Background: an optimization exercise with open tools, aiming at small area, a short achievable clock period and few clock cycles. Do not read the settings as production practice.
In this exercise RTL edits were held to simulation tests only and were not proved equivalent to the original.

==> v14: inputs <==
## ssdv_huffdec
module ssdv_huffdec (
    input  wire        clk,
    input  wire        rst,
    input  wire        in_valid,
    output wire        in_ready,
    input  wire        in_start,
    input  wire [7:0]  in_byte,
    output reg         out_valid,
    input  wire        out_ready,
    output reg  [1:0]  out_kind,
    output reg  [1:0]  out_comp,
    output reg  [5:0]  out_k,
    output wire [11:0] out_val
);
==> module ssdv_huffdec, before the edit <==
module ssdv_huffdec (
    input  wire        clk,
    input  wire        rst,
    input  wire        in_valid,
    output wire        in_ready,
    input  wire        in_start,
    input  wire [7:0]  in_byte,
    output reg         out_valid,
    input  wire        out_ready,
    output reg  [1:0]  out_kind,
    output reg  [1:0]  out_comp,
    output reg  [5:0]  out_k,
    output wire [11:0] out_val
);
    localparam K_DC = 2'd0, K_AC = 2'd1, K_END = 2'd2;
    reg  [36:0] acc;
    reg  [5:0]  cnt;         
    reg         pend;        
    reg  [1:0]  pmode;
    reg  [1:0]  mode;        
    reg  [1:0]  comp;        
    reg  [1:0]  ycnt;        
    reg         dc;          
    reg  [5:0]  k;           
    reg         endq;        
    assign in_ready = !pend && (cnt <= 6'd29);
    wire take = in_valid && in_ready;
    wire [62:0] ext = {acc, 26'd0};
    wire [25:0] win = ext[cnt +: 26];
    wire [4:0]  n;
    wire [3:0]  run, size;
    ssdv_huff_dec u_dec (.tsel({!dc, comp != 2'd0}), .w(win[25:10]),
                         .n(n), .run(run), .size(size));
    wire        have    = ({1'b0, n} <= cnt);
    wire        out_free = !out_valid || out_ready;
    wire        fire    = have && out_free && !endq;
    wire        apply_start = pend && !have && !endq;
    wire [36:0] mshift = {11'd0, win} << n;
    wire [10:0] mask   = ~(11'h7ff << size);
    wire [10:0] mb     = mshift[36:26] & mask;
    wire        mneg   = (size != 4'd0) && !(|(mb & ~(mask >> 1)));
    wire [11:0] mraw   = mneg ? {1'b1, mb | ~mask} : {1'b0, mb};
    reg  [11:0] out_raw;
    reg         out_neg;
    assign out_val = out_raw + {11'd0, out_neg};
    wire        is_eob = !dc && (size == 4'd0) && (run == 4'd0);
    wire        is_zrl = !dc && (size == 4'd0) && (run == 4'd15);
    wire [5:0]  pos    = k + {2'd0, run};
    wire [5:0]  kp1    = k + 6'd1;
    wire [5:0]  pos1   = kp1 + {2'd0, run};              
    wire        pos63  = (k[5:4] == 2'b11) && (run == ~k[3:0]);    
    wire [6:0]  k16    = {1'b0, k} + 7'd16;
    wire        last_y = (mode == 2'd0) ? (ycnt == 2'd3) :
                         (mode == 2'd3) ? 1'b1 : (ycnt == 2'd1);
    wire [1:0]  comp_nb = (comp == 2'd0) ? (last_y ? 2'd1 : 2'd0) :
                          (comp == 2'd1) ? 2'd2 : 2'd0;
    wire [1:0]  ycnt_nb = (comp == 2'd0) ? ycnt + 2'd1 : 2'd0;
    wire [5:0]  cnt_b   = cnt + ((take && !in_start) ? 6'd8 : 6'd0);
    wire [5:0]  cnt_nx  = fire ? cnt_b - {1'b0, n} : cnt_b;
    always @(posedge clk) begin
        if (rst) begin
            cnt       <= 6'd0;
            pend      <= 1'b0;
            mode      <= 2'd0;
            comp      <= 2'd0;
            ycnt      <= 2'd0;
            dc        <= 1'b1;
            k         <= 6'd1;
            endq      <= 1'b0;
            out_valid <= 1'b0;
        end else begin
            if (take) begin
                if (in_start) begin
                    pend  <= 1'b1;
                    pmode <= in_byte[1:0];
                end else begin
                    acc <= {acc[28:0], in_byte};
                end
            end
            if (apply_start) begin
                cnt  <= take && !in_start ? 6'd8 : 6'd0;
                pend <= 1'b0;
                mode <= pmode;
                comp <= 2'd0;
                ycnt <= 2'd0;
                dc   <= 1'b1;
                k    <= 6'd1;
            end else begin
                cnt <= cnt_nx;
            end
            if (out_valid && out_ready) out_valid <= 1'b0;
            if (endq && out_free) begin
                out_valid <= 1'b1;
                out_kind  <= K_END;
                out_k     <= 6'd0;
                out_raw   <= 12'd0;
                out_neg   <= 1'b0;
                endq      <= 1'b0;
            end
            if (fire) begin
                if (dc) begin
                    out_valid <= 1'b1;
                    out_kind  <= K_DC;
                    out_comp  <= comp;
                    out_k     <= 6'd0;
                    out_raw   <= mraw;
                    out_neg   <= mneg;
                    dc        <= 1'b0;
                    k         <= 6'd1;
                end else if (is_eob || (is_zrl && k16[6])) begin
                    out_valid <= 1'b1;
                    out_kind  <= K_END;
                    out_comp  <= comp;
                    out_k     <= 6'd0;
                    out_raw   <= 12'd0;
                out_neg   <= 1'b0;
                    dc        <= 1'b1;
                    comp      <= comp_nb;
                    ycnt      <= ycnt_nb;
                end else if (is_zrl) begin
                    k <= k16[5:0];
                end else begin
                    out_valid <= 1'b1;
                    out_kind  <= K_AC;
                    out_comp  <= comp;
                    out_k     <= pos;
                    out_raw   <= mraw;
                    out_neg   <= mneg;
                    k         <= pos1;
                    if (pos63) begin
                        endq <= 1'b1;
                        dc   <= 1'b1;
                        comp <= comp_nb;
                        ycnt <= ycnt_nb;
                    end
                end
            end
        end
    end
endmodule
make LEC_CHECK=0 ABC_AREA=1 CAP_MARGIN=20 CORE_MARGIN=2 CORE_UTILIZATION=45 CTS_BUF_LIST='sky130_fd_sc_hd__clkbuf_4 sky130_fd_sc_hd__clkbuf_8' PLACE_DENSITY=0.6 SLEW_MARGIN=20 SYNTH_MEMORY_MAX_BITS=65536 finish   # period 8.0 ns
run.sh (not shown) runs the stock make flow with config.mk's settings and CLKGATE_MAP_FILE= SYNTH_SCRIPT=/design/flow/synth_recipe.tcl, a recipe that flattens the netlist after the stock synthesis.
==> v36 (differences from v14) <==
--- a/flow/design.v
+++ b/flow/design.v
@@ -1335,7 +1335,7 @@
     output reg  [1:0]  out_kind,
     output reg  [1:0]  out_comp,
     output reg  [5:0]  out_k,
-    output wire [11:0] out_val
+    output reg  [11:0] out_val
 );
     localparam K_DC = 2'd0, K_AC = 2'd1, K_END = 2'd2;
     reg  [36:0] acc;
@@ -1360,28 +1360,22 @@
     wire        out_free = !out_valid || out_ready;
     wire        fire    = have && out_free && !endq;
     wire        apply_start = pend && !have && !endq;
-    wire [36:0] mshift = {11'd0, win} << n;
+    wire [25:0] mshift = win >> (5'd26 - n);
     wire [10:0] mask   = ~(11'h7ff << size);
-    wire [10:0] mb     = mshift[36:26] & mask;
-    wire        mneg   = (size != 4'd0) && !(|(mb & ~(mask >> 1)));
-    wire [11:0] mraw   = mneg ? {1'b1, mb | ~mask} : {1'b0, mb};
-    reg  [11:0] out_raw;
-    reg         out_neg;
-    assign out_val = out_raw + {11'd0, out_neg};
+    wire [10:0] mb     = mshift[10:0] & mask;
+    wire        mpos   = |(mb & ~(mask >> 1));    
+    wire [11:0] mval   = (size == 4'd0) ? 12'd0 :
+                         mpos ? {1'b0, mb} : ({1'b1, mb | ~mask} + 12'd1);
     wire        is_eob = !dc && (size == 4'd0) && (run == 4'd0);
     wire        is_zrl = !dc && (size == 4'd0) && (run == 4'd15);
     wire [5:0]  pos    = k + {2'd0, run};
-    wire [5:0]  kp1    = k + 6'd1;
-    wire [5:0]  pos1   = kp1 + {2'd0, run};              
-    wire        pos63  = (k[5:4] == 2'b11) && (run == ~k[3:0]);    
     wire [6:0]  k16    = {1'b0, k} + 7'd16;
     wire        last_y = (mode == 2'd0) ? (ycnt == 2'd3) :
                          (mode == 2'd3) ? 1'b1 : (ycnt == 2'd1);
     wire [1:0]  comp_nb = (comp == 2'd0) ? (last_y ? 2'd1 : 2'd0) :
                           (comp == 2'd1) ? 2'd2 : 2'd0;
     wire [1:0]  ycnt_nb = (comp == 2'd0) ? ycnt + 2'd1 : 2'd0;
-    wire [5:0]  cnt_b   = cnt + ((take && !in_start) ? 6'd8 : 6'd0);
-    wire [5:0]  cnt_nx  = fire ? cnt_b - {1'b0, n} : cnt_b;
+    wire [5:0]  cnt_dec = fire ? cnt - {1'b0, n} : cnt;
     always @(posedge clk) begin
         if (rst) begin
             cnt       <= 6'd0;
@@ -1411,15 +1405,14 @@
                 dc   <= 1'b1;
                 k    <= 6'd1;
             end else begin
-                cnt <= cnt_nx;
+                cnt <= cnt_dec + ((take && !in_start) ? 6'd8 : 6'd0);
             end
             if (out_valid && out_ready) out_valid <= 1'b0;
             if (endq && out_free) begin
                 out_valid <= 1'b1;
                 out_kind  <= K_END;
                 out_k     <= 6'd0;
-                out_raw   <= 12'd0;
-                out_neg   <= 1'b0;
+                out_val   <= 12'd0;
                 endq      <= 1'b0;
             end
             if (fire) begin
@@ -1428,8 +1421,7 @@
                     out_kind  <= K_DC;
                     out_comp  <= comp;
                     out_k     <= 6'd0;
-                    out_raw   <= mraw;
-                    out_neg   <= mneg;
+                    out_val   <= mval;
                     dc        <= 1'b0;
                     k         <= 6'd1;
                 end else if (is_eob || (is_zrl && k16[6])) begin
@@ -1437,8 +1429,7 @@
                     out_kind  <= K_END;
                     out_comp  <= comp;
                     out_k     <= 6'd0;
-                    out_raw   <= 12'd0;
-                out_neg   <= 1'b0;
+                    out_val   <= 12'd0;
                     dc        <= 1'b1;
                     comp      <= comp_nb;
                     ycnt      <= ycnt_nb;
@@ -1449,10 +1440,9 @@
                     out_kind  <= K_AC;
                     out_comp  <= comp;
                     out_k     <= pos;
-                    out_raw   <= mraw;
-                    out_neg   <= mneg;
-                    k         <= pos1;
-                    if (pos63) begin
+                    out_val   <= mval;
+                    k         <= pos + 6'd1;
+                    if (pos == 6'd63) begin
                         endq <= 1'b1;
                         dc   <= 1'b1;
                         comp <= comp_nb;
- CORE_UTILIZATION: 45 -> 40
- CTS_BUF_LIST: sky130_fd_sc_hd__clkbuf_4 sky130_fd_sc_hd__clkbuf_8 -> default
==> reports/results.txt <==
Placed cell area: 0.01188 sq mm
Critical path buffers and inverters: 5
Count of TritonRoute iterations in the first routing pass: 7
Crit path to: out_val[8]
DRT met1 WL: 19.31 mm
Status: finished clean
Number of vias per cell: 5.847
Source of the figures above: v36

==> reports/results.txt <==
Count of TritonRoute iterations in the first routing pass: 8
Simple-gate area share of the yosys netlist: 0.5572
Slew Limit Fails: 0
Setup TNS: 0 ns
Critical path buffers and inverters: 7
Synth top area cells: nand2_1, nand3_1, edfxtp_1
CTS sink count: 84
Placed cell area: 0.01221 sq mm
Status: finished clean
#MultiIn Comb: 1668
Sequential area share after synthesis: 0.1943
Number of vias per cell: 6.006
Pre-CTS setup slack: 1.375 ns
Source of the figures above: v14

Testbench counts of v14, summed over its fixed seeds: cycles 11,360.
Testbench counts of v36, summed over its fixed seeds: cycles 11,360.

-- re-timing with driven ports --
Ports are ideal in the flow. The routed layouts listed here were re-timed in OpenROAD. Step 1 sets driving cells, clkbuf_16 on the clock port and buf_2 on the other inputs (assumed; they add their load-dependent delay and slew). Step 2 also shifts input and output timing later by t, the mid clock arrival at the registers, as if the neighbouring blocks saw the same clock. Slacks: ideal / step 1 / step 2; pairs: ideal / step 1.
run | shift t [ns] | setup WS [ns] | hold WS [ns]
v14 | 0.423 | 1.199 / 1.199 / 1.199 | 0.490 / 0.490 / 0.490
v36 | 0.405 | 0.808 / 0.808 / 0.808 | 0.483 / 0.483 / 0.483
After both steps every run listed still meets setup and hold.
